Context: an optimization exercise on an open-source flow, tuned for small area. The choices shown serve that exercise and are no tape-out recipe. Function was checked by simulation only, so behaviour that the tests miss may differ from the original. Power figures rest on the tool's default switching activity, not on a simulated workload.

== run A ==
==> flow/design.v (excerpt) <==
module cpu16 (
    input  wire        clk,
    input  wire        rst,           
    output wire [15:0] imem_addr,
    input  wire [15:0] imem_rdata,
    output wire [15:0] dmem_addr,
    output wire [15:0] dmem_wdata,
    output wire        dmem_we,
    input  wire [15:0] dmem_rdata,
    input  wire [3:0]  dbg_sel,
    output wire [15:0] dbg_rdata,
    output wire [15:0] pc_o,
    output wire [15:0] sp_o,
    output wire [15:0] ir_o,
    output wire [3:0]  flags_o,       
    output wire        halted,
    output wire        faulted
);
Settings: LEC_CHECK=0, ABC_AREA=1, CAP_MARGIN=0, CORE_MARGIN=2, CORE_UTILIZATION=50, GPL_TIMING_DRIVEN=0, PLACE_DENSITY=0.65, SLEW_MARGIN=0; clock period 10.0 ns.
standard.sh (not shown) runs the stock make flow with config.mk's settings and CLKGATE_MAP_FILE= SYNTH_SCRIPT=/design/flow/synth_recipe.tcl, a recipe that flattens the netlist after the stock synthesis.
==> flow/flow/run.sh <==
#!/bin/bash
# Own layout flow: the standard ORFS flow (standard.sh) with three changes:
#  - synthesis maps logic with area-oriented ABC scripts: the word mux module
#    cpu16_wmux (kept as a module until the end of synthesis, then flattened as
#    usual) with flow/abc_mux.script, the rest with flow/abc_area.script;
#    everything else in synthesis is the standard script, so registers are unchanged;
#  - ports are buffered with the smallest buffer (buf_1);
#  - clock tree synthesis uses small clock buffers and no dummy loads.
set -euo pipefail
W=$PWD
rm -rf "$W/own_scripts"
cp -r "$FLOW_HOME/scripts" "$W/own_scripts"
cp "$W/flow/abc_area.script" "$W/own_scripts/abc_area.script"
cp "$W/flow/abc_mux.script" "$W/own_scripts/abc_mux.script"
python3 - "$W/own_scripts/synth.tcl" <<'PY'
import sys
p = sys.argv[1]
s = open(p).read()
old = "  log_cmd abc {*}$abc_args\n"
assert s.count(old) == 1
new = ("  log_cmd abc {*}[lreplace $abc_args 1 1 $::env(SCRIPTS_DIR)/abc_mux.script] cpu16_wmux\n"
       + old)
open(p, "w").write(s.replace(old, new))
PY
export SYNTH_KEEP_MODULES=cpu16_wmux

export BUFFER_PORTS_ARGS="-buffer_cell sky130_fd_sc_hd__buf_1"
export CTS_ARGS="-sink_clustering_enable -repair_clock_nets -dont_use_dummy_load -sink_clustering_size 18 -sink_clustering_max_diameter 100 -buf_list {sky130_fd_sc_hd__clkbuf_8}"

SCRIPTS_DIR="$W/own_scripts" bash standard.sh synth > "$W/synth.log" 2>&1
bash standard.sh > "$W/layout.log" 2>&1
test -f "$W/out/final.def"
==> flow/flow/abc_area.script <==
strash
dch
amap -F 20 -A 40
topo
==> flow/flow/abc_mux.script <==
strash
&get -n
&dch
&nf -R 1000
&put
topo
Modified inputs, run B compared to run A
Settings: CORE_UTILIZATION now 60, was 50; PLACE_DENSITY now 0.7, was 0.65; GPL_TIMING_DRIVEN no longer set, was 0.
Results
- Worst hold slack essentially unchanged between run A and run B.
- Routed wire length improves in run B relative to run A.
- The maximum frequency in run B sits 1.5 MHz above the value recorded for run A.
## Diff of input files: run C against run B
Settings: PLACE_DENSITY changed from 0.7 to 0.68; CORE_UTILIZATION changed from 60 to 55.
--- a/flow/flow/run.sh
+++ b/flow/flow/run.sh
@@ -28 +28 @@
-export CTS_ARGS="-sink_clustering_enable -repair_clock_nets -dont_use_dummy_load -sink_clustering_size 18 -sink_clustering_max_diameter 100 -buf_list {sky130_fd_sc_hd__clkbuf_8}"
+export CTS_ARGS="-sink_clustering_enable -repair_clock_nets -dont_use_dummy_load -sink_clustering_size 16 -sink_clustering_max_diameter 80 -buf_list {sky130_fd_sc_hd__clkbuf_8}"
Findings:
Run C ends up with lower clock skew than run B does.
Against run B, run C reports a minimum setup slack after placement that is lower.
Combinational group power (lower): run B
Diff run B -> run C | count of clock-buffer cells in the layout | up by a little under 10%
In run C, the share of power burned in registers came out 0.3 points below the value in run B.

---

Setup of indigo:
The RTL this note starts from:
==> flow/design.v <==
module cpu16_alu (
    input  wire       x,         
    input  wire       y,         
    input  wire       cin,       
    input  wire       is_and,
    input  wire       is_or,
    output wire       r,         
    output wire       cout
);
    wire s = x ^ y ^ cin;
    assign cout = (x & y) | (cin & (x ^ y));
    assign r = is_and ? (x & y) : is_or ? (x | y) : s;
endmodule
module cpu16 (
    input  wire        clk,
    input  wire        rst,           
    output wire [15:0] imem_addr,
    input  wire [15:0] imem_rdata,
    output wire [15:0] dmem_addr,
    output wire [15:0] dmem_wdata,
    output wire        dmem_we,
    input  wire [15:0] dmem_rdata,
    input  wire [3:0]  dbg_sel,
    output wire [15:0] dbg_rdata,
    output wire [15:0] pc_o,
    output wire [15:0] sp_o,
    output wire [15:0] ir_o,
    output wire [3:0]  flags_o,       
    output wire        halted,
    output wire        faulted
);
    localparam [1:0] ST_FE = 2'd0, ST_P1 = 2'd1, ST_P2 = 2'd2, ST_SW = 2'd3;
    reg [255:0] rf;           
    reg [15:0]  pc, ir, T;
    reg [8:0]   sp;           
    reg [3:0]   t;            
    reg [1:0]   st;
    reg         clr;          
    reg         fn, fz, fc, fv;
    reg         halted_r, faulted_r;
    reg         cy;
    reg [3:0]   shn;          
    reg         shr;          
    wire ended = halted_r | faulted_r;
    wire run   = ~ended;
    wire [3:0] op = ir[15:12];
    wire [3:0] rd = ir[11:8];
    wire [3:0] ra = ir[7:4];
    wire [3:0] rb = ir[3:0];
    wire op_loadi = op == 4'h0;
    wire op_lui   = op == 4'h1;
    wire op_load  = op == 4'h2;
    wire op_store = op == 4'h3;
    wire op_addi  = op == 4'h4;
    wire op_sub   = op == 4'h6;
    wire op_and   = op == 4'h7;
    wire op_or    = op == 4'h8;
    wire op_shft  = op == 4'h9;
    wire op_beq   = op == 4'hA;
    wire op_bne   = op == 4'hB;
    wire op_b     = op == 4'hC;
    wire op_call  = op == 4'hD;
    wire op_ret   = op == 4'hE;
    wire op_halt  = op == 4'hF;
    wire op_alu   = (op >= 4'h4) && (op <= 4'h8);    
    wire op_addsub = (op >= 4'h4) && (op <= 4'h6);
    wire s_fe = st == ST_FE;
    wire s_p1 = st == ST_P1;
    wire s_p2 = st == ST_P2;
    wire s_sw = st == ST_SW;
    wire t0   = t == 4'd0;
    wire t15  = t == 4'd15;
    wire [3:0]  wsel = ended ? dbg_sel :
                       s_fe  ? imem_rdata[3:0] :
                       (s_p1 & op_store) ? rd : ra;
    wire [15:0] w    = rf[{wsel, 4'b0} +: 16];
    wire [31:0] w2   = {w, w};
    wire [15:0] word = w2[(5'd16 - {1'b0, t}) +: 16];    
    wire pa = w[0];                        
    wire pb = rf[{rb, 4'b0}];              
    wire       sext4 = op_addi | op_load | op_store;
    wire [2:0] iidx  = (sext4 & (t[3] | t[2])) ? 3'd3 : t[2:0];
    wire       ibit  = ir[iidx];
    wire y   = sext4 ? ibit : (pb ^ op_sub);
    wire cin = t0 ? op_sub : cy;
    wire alu_r, cout;
    cpu16_alu u_alu (
        .x(pa), .y(y), .cin(cin), .is_and(op_and), .is_or(op_or),
        .r(alu_r), .cout(cout)
    );
    wire [3:0] tidx = shr ? ~shn : (shn - 4'd1);
    wire       tap  = T[tidx];
    wire       shnz = shn != 4'd0;
    wire [7:0] ea;
    genvar gi;
    generate for (gi = 0; gi < 8; gi = gi + 1) begin : g_ea
        assign ea[gi] = T[15 - gi];
    end endgenerate
    wire oor = |T[7:0];
    wire wbit = clr ? 1'b0 :
                s_p2 ? (op_shft ? tap : dmem_rdata[t]) :
                op_loadi ? (ibit & ~t[3]) :
                op_lui   ? ibit : alu_r;
    wire wen  = clr | (run & ((s_p1 & (op_loadi | (op_lui & t[3]) | op_alu)) |
                              (s_p2 & (op_shft | (op_load & ~oor)))));
    integer r;
    always @(posedge clk) begin
        for (r = 0; r < 16; r = r + 1)
            rf[16*r +: 16] <= {(wen & (clr | (rd == r))) ? wbit : rf[16*r],
                               rf[16*r+1 +: 15]};
    end
    wire fetch    = run & s_fe & t15;
    wire fetch_ok = fetch & (pc[15:8] == 8'h00);
    wire br_take  = run & s_p1 & t0 & ((op_beq & fz) | (op_bne & ~fz) | op_b);
    wire call_ok  = run & s_p1 & op_call & (t == 4'd1) & ~sp[8];
    wire ret_ok   = run & s_p1 & op_ret & t0 & ~sp[8];
    wire [9:0] pc_add = {1'b0, pc[8:0]} +
                        (s_fe ? 10'd1 : {{2{ir[7]}}, ir[7:0]});
    always @(posedge clk) begin
        t <= rst ? 4'd0 : t + 4'd1;
        cy <= cout;
        if (fetch_ok) begin
            ir  <= imem_rdata;
            shn <= word[3:0];
            shr <= word[15] | (word[3:0] == 4'd0);
        end
        if (rst)
            pc <= 16'h0000;
        else if (fetch_ok | br_take | call_ok)
            pc <= {{6{pc_add[9]}}, pc_add};
        else if (ret_ok)
            pc <= dmem_rdata;
        if (rst)
            sp <= 9'h100;
        else if (run & s_p1 & t0 & op_call)
            sp <= sp - 9'd1;
        else if (ret_ok)
            sp <= sp + 9'd1;
        if (run & s_p1 & (op_load | op_store | op_shft))
            T <= {T[14:0], op_shft ? (pa & shr) : alu_r};
        else if (run & s_p2 & op_shft)
            T <= {T[14:0], pa & ~shr};
        if (rst) begin
            st        <= ST_FE;
            clr       <= 1'b1;
            halted_r  <= 1'b0;
            faulted_r <= 1'b0;
            fn <= 1'b0; fz <= 1'b0; fc <= 1'b0; fv <= 1'b0;
        end else if (run) begin
            case (st)
                ST_FE: if (t15) begin
                    clr <= 1'b0;
                    if (pc[15:8] != 8'h00) faulted_r <= 1'b1;
                    else                   st <= ST_P1;
                end else if (t0 & ~clr & op_shft & ~shr) begin
                    fc <= tap & shnz;             
                end
                ST_P1: begin
                    if (op_alu) begin
                        fn <= alu_r;
                        fz <= ~alu_r & (t0 | fz);
                        fc <= op_addsub & cout;
                        fv <= op_addsub & (cin ^ cout);
                    end
                    if (op_shft & shr & t15)
                        fc <= tap & shnz;         
                    if (t0 & op_halt) halted_r <= 1'b1;
                    if (t0 & op_ret & sp[8]) faulted_r <= 1'b1;
                    if ((t == 4'd1) & op_call & sp[8]) faulted_r <= 1'b1;
                    if (t15)
                        st <= (op_load | op_shft) ? ST_P2 : op_store ? ST_SW : ST_FE;
                end
                ST_P2: begin
                    if (op_shft) begin
                        fn <= wbit;
                        fz <= ~wbit & (t0 | fz);
                        fv <= 1'b0;
                    end
                    if (t0 & op_load & oor) faulted_r <= 1'b1;
                    if (t15) st <= ST_FE;
                end
                ST_SW: begin
                    if (oor) faulted_r <= 1'b1;
                    st <= ST_FE;
                end
            endcase
        end
    end
    assign dmem_we    = run & ((s_sw & ~oor) | call_ok);
    assign dmem_addr  = {8'h00, ir[14] ? sp[7:0] : ea};
    assign dmem_wdata = ir[14] ? pc : word;
    assign imem_addr = pc;
    assign dbg_rdata = word;
    assign pc_o      = pc;
    assign sp_o      = {{7{sp[8] & sp[7]}}, sp};
    assign ir_o      = ir;
    assign flags_o   = {fn, fz, fc, fv};
    assign halted    = halted_r;
    assign faulted   = faulted_r;
endmodule
==> flow/config.mk <==
export PLATFORM = sky130hd
export DESIGN_NAME = cpu16
export DESIGN_NICKNAME = cpu16
export VERILOG_FILES = /design/flow/design.v
export SDC_FILE = /design/flow/constraint.sdc
export NUM_CORES = 4
export LEC_CHECK = 0
export CAP_MARGIN = 20
export CORE_MARGIN = 2
export CORE_UTILIZATION = 40
export PLACE_DENSITY = 0.6
export SLEW_MARGIN = 20
==> flow/constraint.sdc <==
create_clock -name core_clock -period 10.0 [get_ports {clk}]
set_input_delay 2.0000 -clock core_clock [delete_from_list [all_inputs] [get_ports {clk}]]
set_output_delay 2.0000 -clock core_clock [all_outputs]
set_load 0.01 [all_outputs]
run.sh (not shown) runs the stock make flow with config.mk's settings and CLKGATE_MAP_FILE= SYNTH_SCRIPT=/design/flow/synth_recipe.tcl, a recipe that flattens the netlist after the stock synthesis.
Stock flow here: none of the scripts above is used.
indigo finished all stages; the layout is clean.
diff inputs: indigo => onyx
Settings: CORE_UTILIZATION now 60, was 40; ABC_AREA now 1, previously not set; PLACE_DENSITY now 0.75, was 0.6.
==> flow/flow/run.sh (new file) <==
#!/bin/bash
# Own layout flow: the standard ORFS flow (standard.sh) with three changes:
#  - synthesis maps logic with an area-oriented ABC script (flow/abc_area.script);
#    everything else in synthesis is the standard script, so registers are unchanged;
#  - ports are buffered with the smallest buffer (buf_1);
#  - clock tree synthesis uses small clock buffers and no dummy loads.
set -euo pipefail
W=$PWD
rm -rf "$W/own_scripts"
cp -r "$FLOW_HOME/scripts" "$W/own_scripts"
cp "$W/flow/abc_area.script" "$W/own_scripts/abc_area.script"

export BUFFER_PORTS_ARGS="-buffer_cell sky130_fd_sc_hd__buf_1"
export CTS_ARGS="-sink_clustering_enable -repair_clock_nets -dont_use_dummy_load -sink_clustering_size 8 -sink_clustering_max_diameter 40 -buf_list {sky130_fd_sc_hd__clkbuf_4}"

SCRIPTS_DIR="$W/own_scripts" bash standard.sh synth > "$W/synth.log" 2>&1
bash standard.sh > "$W/layout.log" 2>&1
test -f "$W/out/final.def"
==> flow/flow/abc_area.script (new file) <==
strash
dch
amap
topo
==> flow/standard.sh (new file) <==
#!/bin/bash
# synth_recipe.tcl (not shown) runs the flow's synth.tcl, then flattens the netlist and writes it again
# the make line also repeats each setting of config.mk as NAME=value (left out here)
make -C /OpenROAD-flow-scripts/flow DESIGN_CONFIG=/design/flow/config.mk WORK_HOME=/design/flow/orfs CLKGATE_MAP_FILE= SYNTH_SCRIPT=/design/flow/synth_recipe.tcl "${@:-finish}"
removed: flow/run.sh
==> comparison <==
For the cell area reported after detailed placement, onyx came in 17% lower than indigo did. Initial antenna violation count: onyx vs indigo up 1. On onyx: final cell count is 321 lower than what indigo gave.
Here is what was changed in the inputs of lagoon compared with onyx.
-- flow/flow/run.sh --
<<< onyx, line 14
export CTS_ARGS="-sink_clustering_enable -repair_clock_nets -dont_use_dummy_load -sink_clustering_size 8 -sink_clustering_max_diameter 40 -buf_list {sky130_fd_sc_hd__clkbuf_4}"
>>> lagoon, line 14
export CTS_ARGS="-sink_clustering_enable -repair_clock_nets -dont_use_dummy_load -sink_clustering_size 16 -sink_clustering_max_diameter 50 -buf_list {sky130_fd_sc_hd__clkbuf_8}"
Notes after the runs:
Weighted congestion at the end of routability-driven global placement of onyx is on par with lagoon. lagoon falls short of onyx in power. Total combinational power: lagoon vs onyx, no meaningful difference. Compared lagoon against onyx; detailed-route vias per instance within noise.

-- port drivers added, routing unchanged --
How much do the figures lean on ideal ports? The routed layouts below were timed once more, with nothing changed but the port constraints. Step 1, drivers: a clkbuf_16 drives clk and a buf_2 each remaining input, both assumed. Step 2 also shifts input and output timing later by t, the mid clock arrival at the registers, as if the neighbouring blocks saw the same clock. Three values: no drivers, after step 1, after step 2; two values: the first two.
run	t (ns)	setup WS [ns]	worst setup path at the end	worst register clock-pin slew, ns	cell pins on the clock port's net
run A	0.593	0.540 / 0.495 / 1.087	register to output	0.12 / 0.12	1
run B	0.568	0.676 / 0.635 / 1.202	register to output	0.12 / 0.12	1
run C	0.588	0.749 / 0.707 / 1.295	register to output	0.10 / 0.10	1
indigo	0.603	1.150 / 1.121 / 1.121	input to output	0.06 / 0.06	1
onyx	0.711	1.469 / 1.423 / 2.004	input to output	0.10 / 0.10	1
lagoon	0.620	1.541 / 1.500 / 1.985	input to output	0.10 / 0.10	1
After both steps setup and hold are still met in every run listed. For indigo, which loses most, drivers alone change the setup slack by -0.029 ns; drivers and shift together by -0.029 ns.
